This is an optimization exercise on Yosys and OpenROAD, whose aim is small area, a short achievable clock period and few clock cycles per item, not a production implementation. RTL that was checked went through simulation tests only; none was proved equivalent to the original.

==> inputs of run a <==
==> flow/design.v <==
module adf4350_plan (
    input  wire        clk,
    input  wire        rst,           
    input  wire        in_valid,
    output wire        in_ready,
    input  wire [31:0] in_f,          
    input  wire [15:0] in_ref,        
    output wire        out_valid,
    input  wire        out_ready,
    output wire [2:0]  out_div,
    output wire [22:0] out_int,
    output wire [22:0] out_frac,
    output wire [22:0] out_mod
);
    reg        busy;
    reg        done;
    reg [3:0]  cnt;         
    reg [2:0]  div_r;
    reg [23:0] q_r;         
    reg        c_r;         
    reg [2:0]  r5;
    reg [22:0] rem;         
    reg [20:0] mod_q;       
    wire accept = in_valid & in_ready;
    assign in_ready  = ~busy & (~done | out_ready);
    assign out_valid = done;
    reg [2:0] div_sel;
    always @(*) begin
        if      (in_f < 32'd68750)   div_sel = 3'd6;
        else if (in_f < 32'd137500)  div_sel = 3'd5;
        else if (in_f < 32'd275000)  div_sel = 3'd4;
        else if (in_f < 32'd550000)  div_sel = 3'd3;
        else if (in_f < 32'd1100000) div_sel = 3'd2;
        else if (in_f < 32'd2200000) div_sel = 3'd1;
        else                         div_sel = 3'd0;
    end
    wire [5:0]  top_d5 = in_f[31:24] / 3'd5;
    wire [2:0]  top_r5 = in_f[31:24] % 3'd5;
    wire [23:0] f_sh   = div_sel[0] ? {in_f[22:0], 1'b0} : in_f[23:0];
    wire [20:0] mod25  = ({5'd0, in_ref} << 4) + ({5'd0, in_ref} << 3) + {5'd0, in_ref};
    wire        zero_in = (cnt < {2'b00, div_r[2:1]});
    wire        n1 = q_r[23] & ~zero_in;
    wire        n2 = q_r[22] & ~zero_in;
    wire [3:0]  t1  = {r5, n1};                  
    wire        c1  = (t1 >= 4'd5);
    wire [2:0]  r51 = c1 ? (t1 - 4'd5) : t1[2:0];
    wire [3:0]  t2  = {r51, n2};
    wire        c2  = (t2 >= 4'd5);
    wire [2:0]  r52 = c2 ? (t2 - 4'd5) : t2[2:0];
    wire [23:0] d1 = {1'b0, rem} - {3'd0, mod_q};
    wire [23:0] d2 = {1'b0, rem} - {2'd0, mod_q, 1'b0};
    wire [23:0] d3 = {1'b0, rem} - {3'd0, mod_q} - {2'd0, mod_q, 1'b0};
    wire        ge1 = ~d1[23];
    wire        ge2 = ~d2[23];
    wire        ge3 = ~d3[23];
    wire [1:0]  dig = ge3 ? 2'd3 : ge2 ? 2'd2 : ge1 ? 2'd1 : 2'd0;
    wire [20:0] rhi = ge3 ? d3[20:0] : ge2 ? d2[20:0] : ge1 ? d1[20:0] : rem[20:0];
    wire [22:0] rm2 = {rhi, c_r, c1};
    assign out_div  = div_r;
    assign out_int  = q_r[22:0];
    assign out_frac = rem + {22'd0, c_r};
    assign out_mod  = {mod_q, 2'b00};
    always @(posedge clk) begin
        if (rst) begin
            busy <= 1'b0;
            done <= 1'b0;
        end else if (accept) begin
            busy <= 1'b1;
            done <= 1'b0;
        end else if (busy) begin
            if (cnt == 4'd0) begin
                busy <= 1'b0;
                done <= 1'b1;
            end
        end else if (out_ready) begin
            done <= 1'b0;
        end
        if (accept) begin
            div_r <= div_sel;
            cnt   <= 4'd11 + {2'b00, div_sel[2:1]};
            q_r   <= f_sh;
            c_r   <= top_d5[0];
            r5    <= top_r5;
            rem   <= {18'd0, top_d5[5:1]};
            mod_q <= mod25;
        end else if (busy) begin
            cnt <= cnt - 4'd1;
            q_r <= {q_r[21:0], dig};
            c_r <= c2;
            r5  <= r52;
            rem <= rm2;
        end
    end
endmodule
==> flow/run.sh <==
#!/bin/bash
# synth_recipe.tcl (not shown) runs the flow's synth.tcl, then flattens the netlist and writes it again
# the make line also repeats each setting of config.mk as NAME=value (left out here)
make -C /OpenROAD-flow-scripts/flow DESIGN_CONFIG=/design/flow/config.mk WORK_HOME=/design/flow/orfs CLKGATE_MAP_FILE= SYNTH_SCRIPT=/design/flow/synth_recipe.tcl finish
==> flow/config.mk <==
export PLATFORM = sky130hd
export DESIGN_NAME = adf4350_plan
export DESIGN_NICKNAME = adf4350_plan
export VERILOG_FILES = /design/flow/design.v
export SDC_FILE = /design/flow/constraint.sdc
export NUM_CORES = 4
export LEC_CHECK = 0
export ABC_CLOCK_PERIOD_IN_PS = 3100
export CAP_MARGIN = 20
export CORE_MARGIN = 2
export CORE_UTILIZATION = 40
export SETUP_SLACK_MARGIN = 3.9
export SLEW_MARGIN = 20
==> flow/constraint.sdc <==
create_clock -name core_clock -period 7.0 [get_ports {clk}]
set_input_delay 1.4000 -clock core_clock [delete_from_list [all_inputs] [get_ports {clk}]]
set_output_delay 1.4000 -clock core_clock [all_outputs]
set_load 0.01 [all_outputs]
==> run b: changes against run a <==
--- a/flow/design.v
+++ b/flow/design.v
@@ -46,2 +46,6 @@
     wire [2:0]  r51 = c1 ? (t1 - 4'd5) : t1[2:0];
+    wire [23:0] rs1 = {rem, c_r};
+    wire [24:0] tr1 = {1'b0, rs1} - {2'b00, mod_q, 2'b00};
+    wire        ge1 = ~tr1[24];
+    wire [22:0] rm1 = ge1 ? tr1[22:0] : rs1[22:0];
     wire [3:0]  t2  = {r51, n2};
@@ -49,11 +53,6 @@
     wire [2:0]  r52 = c2 ? (t2 - 4'd5) : t2[2:0];
-    wire [23:0] d1 = {1'b0, rem} - {3'd0, mod_q};
-    wire [23:0] d2 = {1'b0, rem} - {2'd0, mod_q, 1'b0};
-    wire [23:0] d3 = {1'b0, rem} - {3'd0, mod_q} - {2'd0, mod_q, 1'b0};
-    wire        ge1 = ~d1[23];
-    wire        ge2 = ~d2[23];
-    wire        ge3 = ~d3[23];
-    wire [1:0]  dig = ge3 ? 2'd3 : ge2 ? 2'd2 : ge1 ? 2'd1 : 2'd0;
-    wire [20:0] rhi = ge3 ? d3[20:0] : ge2 ? d2[20:0] : ge1 ? d1[20:0] : rem[20:0];
-    wire [22:0] rm2 = {rhi, c_r, c1};
+    wire [23:0] rs2 = {rm1, c1};
+    wire [24:0] tr2 = {1'b0, rs2} - {2'b00, mod_q, 2'b00};
+    wire        ge2 = ~tr2[24];
+    wire [22:0] rm2 = ge2 ? tr2[22:0] : rs2[22:0];
     assign out_div  = div_r;
@@ -87,3 +86,3 @@
             cnt <= cnt - 4'd1;
-            q_r <= {q_r[21:0], dig};
+            q_r <= {q_r[21:0], ge1, ge2};
             c_r <= c2;
==> flow/flow/run.sh (new file) <==
#!/bin/bash
set -euo pipefail
export BUFFER_PORTS_ARGS="-buffer_cell sky130_fd_sc_hd__buf_2"
bash standard.sh > orfs_make.log 2>&1
==> flow/standard.sh (new file) <==
#!/bin/bash
# synth_recipe.tcl (not shown) runs the flow's synth.tcl, then flattens the netlist and writes it again
# the make line also repeats each setting of config.mk as NAME=value (left out here)
make -C /OpenROAD-flow-scripts/flow DESIGN_CONFIG=/design/flow/config.mk WORK_HOME=/design/flow/orfs CLKGATE_MAP_FILE= SYNTH_SCRIPT=/design/flow/synth_recipe.tcl "${@:-finish}"
--- a/flow/config.mk
+++ b/flow/config.mk
@@ -7,3 +7,4 @@
 export LEC_CHECK = 0
-export ABC_CLOCK_PERIOD_IN_PS = 3100
+export ABC_AREA = 1
+export ABC_CLOCK_PERIOD_IN_PS = 4500
 export CAP_MARGIN = 20
@@ -11,3 +12,3 @@
 export CORE_UTILIZATION = 40
-export SETUP_SLACK_MARGIN = 3.9
+export SETUP_SLACK_MARGIN = 1.5
 export SLEW_MARGIN = 20
removed: flow/run.sh
==> flow_metrics.py <==
metrics = {
    "critical_path": {
        "arrival_ps": 5140,
        "cp_num_cells": 29,
    },
    "hold_path": {
        "hold_path_end": "done",
    },
    "run_status": {
        "outcome": "finished clean",
    },
    "synthesis": {
        "yosysUniqueCellTypes": 56,
    },
}
[end of results for run b]
==> flow_metrics.py <==
metrics = {
    "clock_tree": {
        "cts_inserted_buffers": 9,
    },
    "hold_path": {
        "hold_path_end": "q_r[6]",
    },
    "layout": {
        "seq_area_um2": 2236,
    },
    "critical_path": {
        "crit_chain": "ha_4 -> inv_2 -> fa_2 -> a211oi_4 -> o21ai_4 -> a2111oi_4 -> buf_4 -> nor2_2 -> xnor2_2 -> ha_4 -> buf_6 -> o2111ai_4 -> a31oi_2 -> o211ai_1 -> a31o_2 -> a21o_1 -> buf_6 -> a22o_4 -> a32o_1 -> a31o_1",
        "cp_num_cells": 20,
    },
    "run_status": {
        "outcome": "finished clean",
    },
    "routing": {
        "drc_errors": 0,
    },
}
[end of results for run a]
Testbench counts of run b, summed over its fixed seeds: cycles 21,748, items 1,600.
Function not checked in run a: the RTL went through the layout flow alone.

[port drivers added, routing unchanged]
In the flow no input, the clock included, has a driving cell. The finished layouts below were timed again as built, in two steps.
Step 1 sets driving cells, clkbuf_16 on the clock port and buf_2 on the other inputs (assumed; they add their load-dependent delay and slew).
Step 2 moves the port delays by t, midway between the first and last clock arrival at a register: inputs arrive t later, outputs are due t later. That takes back most of the time a late clock gives input paths.
a / b / c = ideal / step 1 / step 2; a / b = the first two.
| run | t, ns | slack for setup (ns) | worst setup path after step 2 | clock arrival spread, ns | slew at the worst register clock pin (ns) |
|---|---|---|---|---|---|
| run a | 0.381 | 2.364 / 2.364 / 2.364 | register to register | 0.019 / 0.019 | 0.08 / 0.08 |
| run b | 0.397 | 1.937 / 1.937 / 1.937 | register to register | 0.007 / 0.008 | 0.07 / 0.07 |
After both steps every run listed still meets setup and hold.
